This is an optimization exercise on Yosys and OpenROAD, whose aim is a short achievable clock period and few clock cycles, not a production implementation.
Function was checked by simulation only, so behaviour that the tests miss may differ from the original.

File: constraint.sdc
create_clock -name core_clock -period 15.0 [get_ports {clk}]
set_input_delay 3.0000 -clock core_clock [delete_from_list [all_inputs] [get_ports {clk}]]
set_output_delay 3.0000 -clock core_clock [all_outputs]
set_load 0.01 [all_outputs]
File: design.v
module labbb_cpu (
    input  wire       clk,
    input  wire       rst,           
    input  wire       start,         
    input  wire       host_we,       
    input  wire [7:0] host_waddr,
    input  wire [3:0] host_wdata,
    input  wire [7:0] host_raddr,    
    output wire [3:0] host_rdata,
    input  wire [3:0] host_rsel,     
    output wire [7:0] host_rreg,
    output wire       busy,
    output wire [1:0] status,
    output wire [7:0] pc
);
    localparam [1:0] ST_OK      = 2'd0;
    localparam [1:0] ST_HALT    = 2'd1;
    localparam [1:0] ST_BADINSN = 2'd2;
    localparam [1:0] ST_BADALGN = 2'd3;
    reg [3:0]  mem [0:255];
    reg [7:0]  x   [0:15];
    reg [7:0]  pc_r;
    reg [1:0]  status_r;
    reg        running;
    assign busy       = running;
    assign status     = status_r;
    assign pc         = pc_r;
    assign host_rdata = mem[host_raddr];
    assign host_rreg  = x[host_rsel];
    wire [5:0]  pcw = pc_r[7:2];
    wire [15:0] ir  = {mem[{pcw, 2'd0}], mem[{pcw, 2'd1}], mem[{pcw, 2'd2}], mem[{pcw, 2'd3}]};
    wire        misaligned = (pc_r[1:0] != 2'b00);
    wire [3:0] op  = ir[15:12];
    wire [3:0] n2  = ir[11:8];
    wire [3:0] n1  = ir[7:4];
    wire [3:0] n0  = ir[3:0];
    wire [7:0] imm = ir[7:0];
    wire is_rr      = (op == 4'h3) || (op == 4'h5) || (op == 4'h6);
    wire is_halt    = (ir == 16'h0000);
    wire is_invalid = ((op == 4'h0) && (ir[11:0] != 12'h000)) || (is_rr && (n2 != 4'h0));
    wire stop       = misaligned || is_halt || is_invalid;
    wire [1:0] stop_status = misaligned ? ST_BADALGN : is_halt ? ST_HALT : ST_BADINSN;
    wire [7:0] p0 = x[n0];
    wire [7:0] p1 = x[n1];
    wire [7:0] p2 = x[n2];
    wire [7:0] product = p1 * p0;
    reg  [7:0] shift_res;
    always @(*) begin
        if (!p0[7])
            shift_res = (p0[6:3] != 4'd0) ? 8'd0 : (p1 << p0[2:0]);
        else if (p0 <= 8'hf8)
            shift_res = 8'd0;
        else
            shift_res = p1 >> (8'd0 - p0);
    end
    wire       abs_addr = (op == 4'h1) || (op == 4'h4);
    wire [7:0] daddr  = abs_addr ? imm : p0;
    wire [7:0] daddr1 = daddr + 8'd1;
    wire [7:0] dread  = {mem[daddr], mem[daddr1]};
    wire [7:0] sdata  = abs_addr ? p2 : p1;
    reg        rf_we;
    reg [7:0]  rf_wdata;
    always @(*) begin
        rf_we    = 1'b1;
        rf_wdata = 8'd0;
        case (op)
            4'h1: rf_wdata = dread;              
            4'h2: rf_wdata = imm;                
            4'h3: rf_wdata = dread;              
            4'h6: rf_wdata = p0;                 
            4'h7: rf_wdata = p1 + p0;            
            4'h8: rf_wdata = p2 + imm;           
            4'h9: rf_wdata = product;            
            4'ha: rf_wdata = p1 - p0;            
            4'hb: rf_wdata = shift_res;          
            4'hc: rf_wdata = p1 & p0;            
            4'hd: rf_wdata = p1 | p0;            
            4'he: rf_wdata = p1 ^ p0;            
            default: rf_we = 1'b0;               
        endcase
    end
    wire [3:0] rf_waddr = is_rr ? n1 : n2;
    wire       mem_we   = (op == 4'h4) || (op == 4'h5);
    reg taken;
    always @(*) begin
        case (ir[1:0])
            2'd0: taken = (p2 == 8'd0);
            2'd1: taken = (p2 != 8'd0);
            2'd2: taken = p2[7];
            default: taken = p2[7] || (p2 == 8'd0);
        endcase
    end
    wire       is_jump = (op == 4'hf);
    wire [7:0] next_pc = (is_jump && taken) ? {imm[7:2], 2'b00} : (pc_r + 8'd4);
    wire start_ok = !running && start && !host_we && (status_r == ST_OK);
    wire exec     = !rst && (running || start_ok) && !stop;
    integer i;
    always @(posedge clk) begin
        if (rst) begin
            pc_r     <= 8'd0;
            status_r <= ST_OK;
            running  <= 1'b0;
            for (i = 0; i < 16; i = i + 1)
                x[i] <= 8'd0;
        end else if (!running) begin
            if (start && (status_r == ST_OK))
                running <= 1'b1;
            if (exec) begin
                if (rf_we)
                    x[rf_waddr] <= rf_wdata;
                pc_r <= next_pc;
            end
        end else if (stop) begin
            status_r <= stop_status;
            running  <= 1'b0;
        end else begin
            if (rf_we)
                x[rf_waddr] <= rf_wdata;
            pc_r <= next_pc;
        end
    end
    always @(posedge clk) begin
        if (!running && host_we) begin
            mem[host_waddr] <= host_wdata;
        end else if (exec && mem_we) begin
            mem[daddr]  <= sdata[7:4];
            mem[daddr1] <= sdata[3:0];
        end
    end
endmodule
File: run.sh
#!/bin/bash
# synth_recipe.tcl (not shown) runs the flow's synth.tcl, then flattens the netlist and writes it again
# the make line also repeats each setting of config.mk as NAME=value (left out here)
make -C /OpenROAD-flow-scripts/flow DESIGN_CONFIG=/design/flow/config.mk WORK_HOME=/design/flow/orfs CLKGATE_MAP_FILE= SYNTH_SCRIPT=/design/flow/synth_recipe.tcl finish
File: config.mk
export PLATFORM = sky130hd
export DESIGN_NAME = labbb_cpu
export DESIGN_NICKNAME = labbb_cpu
export VERILOG_FILES = /design/flow/design.v
export SDC_FILE = /design/flow/constraint.sdc
export NUM_CORES = 4
export LEC_CHECK = 0
export CAP_MARGIN = 20
export CELL_PAD_IN_SITES_DETAIL_PLACEMENT = 1
export CELL_PAD_IN_SITES_GLOBAL_PLACEMENT = 2
export CORE_MARGIN = 2
export CORE_UTILIZATION = 30
export PLACE_DENSITY = 0.45
export SLEW_MARGIN = 20
==> results.txt <==
## metrics by stage
stage / hold WS, ns / area [um2] / cells
global route: 0.533 / 103000 / 12800
CTS: 0.512 / 103000 / 12800
floorplan: 0.507 / 93500 / 8915
global placement: 0.495 / 98200 / 12500
detailed placement: 0.504 / 98200 / 12500
finish: 0.501 / 104000 / 12900
## how the worst max path moves through the flow
stage                  startpoint            end  slack [ns]  cells past startpoint
detailed placement       register       x[11][3]        2.44                     28
global route             register       x[11][2]        2.22                     30
CTS                      register       x[11][3]        2.38                     28
finish                   register        x[1][3]        2.16                     28
floorplan           host_raddr[0]  host_rdata[0]        5.90                      7
global placement         register        x[5][3]        2.60                     28
## sequential cells by signal (all words and copies together) (netlist names), named ones only
| signal | flops |
|---|---|
| mem | 1024 |
| status_r | 2 |
| x | 128 |
| pc_r | 6 |
| running | 1 |
## cells in the mapped netlist, drive strengths merged, types with 64 or more instances
library cell / count / share of area (%)
mux2i: 540 / 5.8
o21ai: 1047 / 5.6
edfxtp: 1152 / 37
nand2: 1887 / 7.6
mux4: 956 / 23
o22ai: 157 / 1.1
a31oi: 71 / 0.48
nor2: 532 / 2.1
a21oi: 113 / 0.62
and3: 64 / 0.43
a221oi: 64 / 0.60
inv: 66 / 0.27
nor3: 110 / 0.61
clkbuf: 472 / 1.9
a22oi: 97 / 0.78
buf: 411 / 2.5
nand3: 359 / 1.9
## cell families (layout without fill, tap and decap cells)
group	after synthesis	in the layout	synth area share, %
AOI/OAI and AO/OA	1939	1939	12.8
xor gates and xnor gates	47	47	0.440
adders and majority gates	68	68	1.02
buffers and inverters	950	681	4.64
DFF	1167	1167	37.3
muxes	1526	1526	29.2
other	1	107	0.00401
and+or+nand+nor	3216	3216	14.6
## final cells by class
type	instances	area, um2
clock inverters	97	861
clock buffers	190	4140
inverters	67	269
flip-flops and latches	1167	34900
fillers	34000	206000
multi-input cells	6798	55100
well taps	4120	5150
diodes	105	263
repair buffers	327	2830
## layer usage
layer  global-route usage, %  up-vias  share of wire [%]  wire length [um]
li1                        -    33800                  -                 -
met1                    55.5    48400                 40            268000
met2                    59.3     6951                 42            282000
met3                    12.6     1347                 12             78800
met4                    22.0       44                6.0             39900
met5                   0.316        -              0.046               310
## worst max-delay path: cells and delay by family, from the launching register on
kind / cells / cell delay (ns)
adders and majority gates: 1 / 0.58
DFF: 1 / 0.85
and+or+nand+nor: 9 / 3.39
buffers and inverters: 10 / 4.41
AOI/OAI and AO/OA: 5 / 2.08
xor gates and xnor gates: 1 / 0.44
muxes: 2 / 0.34
==> summary.txt <==
Timing
  • Worst path setup slack after routing: 2.16 ns
  • Fmax achieved: 77.9 MHz
  • Final Max Tran Viols: 0
  • Final critical delay including setup and external delays: 12.84 ns
  • Max-slew headroom at the worst pin: 7.82%
  • Fin. Hold Viols: 0
  • Part of the cycle the worst path needs: 85.6%
  • Setup tns final: 0 ns
  • Number of setup violations in the final report: 0
  • Tightest Pin Transition: 1.38 ns
  • Setup repair after global routing missed its margin: no
  • Setup clock skew after layout: 0.0600 ns

Finish
  • Final layout net count: 8616
  • Highest-count cells in the layout ignoring fill and taps: sky130_fd_sc_hd__nand2_1, sky130_fd_sc_hd__edfxtp_1, sky130_fd_sc_hd__o21ai_0
  • Proportion of layout cells with a drive suffix above 1: 19.1%
  • Synthesis-to-finish area growth: 10.7%
  • Final core area utilization: 33.5%
  • Most frequent standard cell in the layout excluding fill and tap cells: sky130_fd_sc_hd__nand2_1

Clocking
  • Hold bufs inserted after CTS: 0
  • Clock tree from TritonCTS: built
  • Clock buffers created by TritonCTS: 159
  • Worst skew pair latency: 0.91 ns
  • Count of H-tree levels built during CTS: 4
  • Clock sinks: 1167
  • Resize count post-CTS: 0
  • Clock-pin slew of the registers on the worst-case setup and hold paths: 0.06 ns
  • Setup repair bufs after CTS: 0
  • Clk Tree Root Cell: sky130_fd_sc_hd__clkbuf_16
  • Clock buffer depth: 4

Worst setup path
  • R2r worst-path depth: 28
  • Slowest library cell on the worst path: sky130_fd_sc_hd__dfxtp_4
  • Highest cell delay on the worst timing path: 0.85 ns
  • Maximum fanout along the worst path: 91
  • CP endpoint kind: register
  • Worst Setup Start Kind: register
  • Capture instance of the worst register-to-register path: x[1][3]
  • Reg-to-reg setup timing slack: 2.16 ns
  • Critical Path Most Common Cell: sky130_fd_sc_hd__buf_4
  • Worst setup path class: reg -> reg
  • Arrival time at the worst endpoint: 13.41 ns
  • CP required: 15.57 ns

Hold path
  • Worst hold path type: reg -> reg
  • Hold path start: status_r[0]
  • Hold path cells: 2
  • Worst hold path endpoint: status_r[0]

Drt
  • DRT Pass-1 Iters: 6
  • DRT Wirelength: 670000 um
  • DRC viols: 0
  • DR WL/cell: 52.0 um
  • Routed via count divided by cell count: 7.03
  • Routed vias: 90500
  • Violation count after the first detailed-route iteration: 15200
  • Post-route ant nets: 0

Placed design
  • HPWL after detailed placement: 483000 um
  • Pre-CTS setup slack: 2.44 ns
  • Final weighted congestion of routability-driven global placement: 1.00
  • Total of buffers placed on input and output ports: 48

Synth
  • Yosys reg bits: 1167
  • Number of instances in the synthesized netlist: 8914
  • Post-synth EDFFs: 1152
  • Total number of yosys warnings: 1
  • Synthesized area per cell: 10.5 um2
  • Register area share after synthesis: 37.3%
  • Cell area after technology mapping: 93500 um2
  • Async set-reset flop share out of synthesis: 0%
  • Synth unique cells: 102
  • Flip-flop cell with the highest count after synthesis: sky130_fd_sc_hd__edfxtp_1

Global route
  • Overall fraction of global-route tracks in use: 41.3%
  • Pin count of the biggest net entering global routing: 134
  • Via count of the first global-routing pass: 83800
  • Number of antenna violations at the first check in global routing: 113
  • Global-route wire length before repair: 871000 um
  • GRT Residual Overflow: 0

Die
  • Site Rows: 204
  • Die area: 316000 um2
  • Floorplan die height: 562 um
  • Initial Utilization: 30.2%
  • Width of the chip: 562 um
  • Top Ports: 51
  • Standard cell core area: 309000 um2

Status
  • Result of the run: finished clean

Run
  • Max-cap check violation count: 0
Testbench counts, summed over its fixed seeds: cycles 73,188.

==> what the ideal ports hide <==
How much do the figures lean on ideal ports? The routed layout below was timed once more, with nothing changed but the port constraints. Step 1 sets driving cells, clkbuf_16 on the clock port and buf_2 on the other inputs (assumed; they add their load-dependent delay and slew). Step 2 adds t to the input delays and takes it off the output delays; t is the mean of the earliest and latest rising clock arrival at the registers after step 1. Input paths then give back, and output paths get back, about the clock's delay inside the block. Slacks: no drivers / after step 1 / after step 2; pairs: no drivers / after step 1.
t, ns: 1.001
slack for setup (ns): 2.158 / 2.158 / 2.158
worst setup path at the end: register to register
After both steps this run still meets setup and hold. The setup slack of this run moves by 0.000 ns with the drivers and by 0.000 ns with both steps.
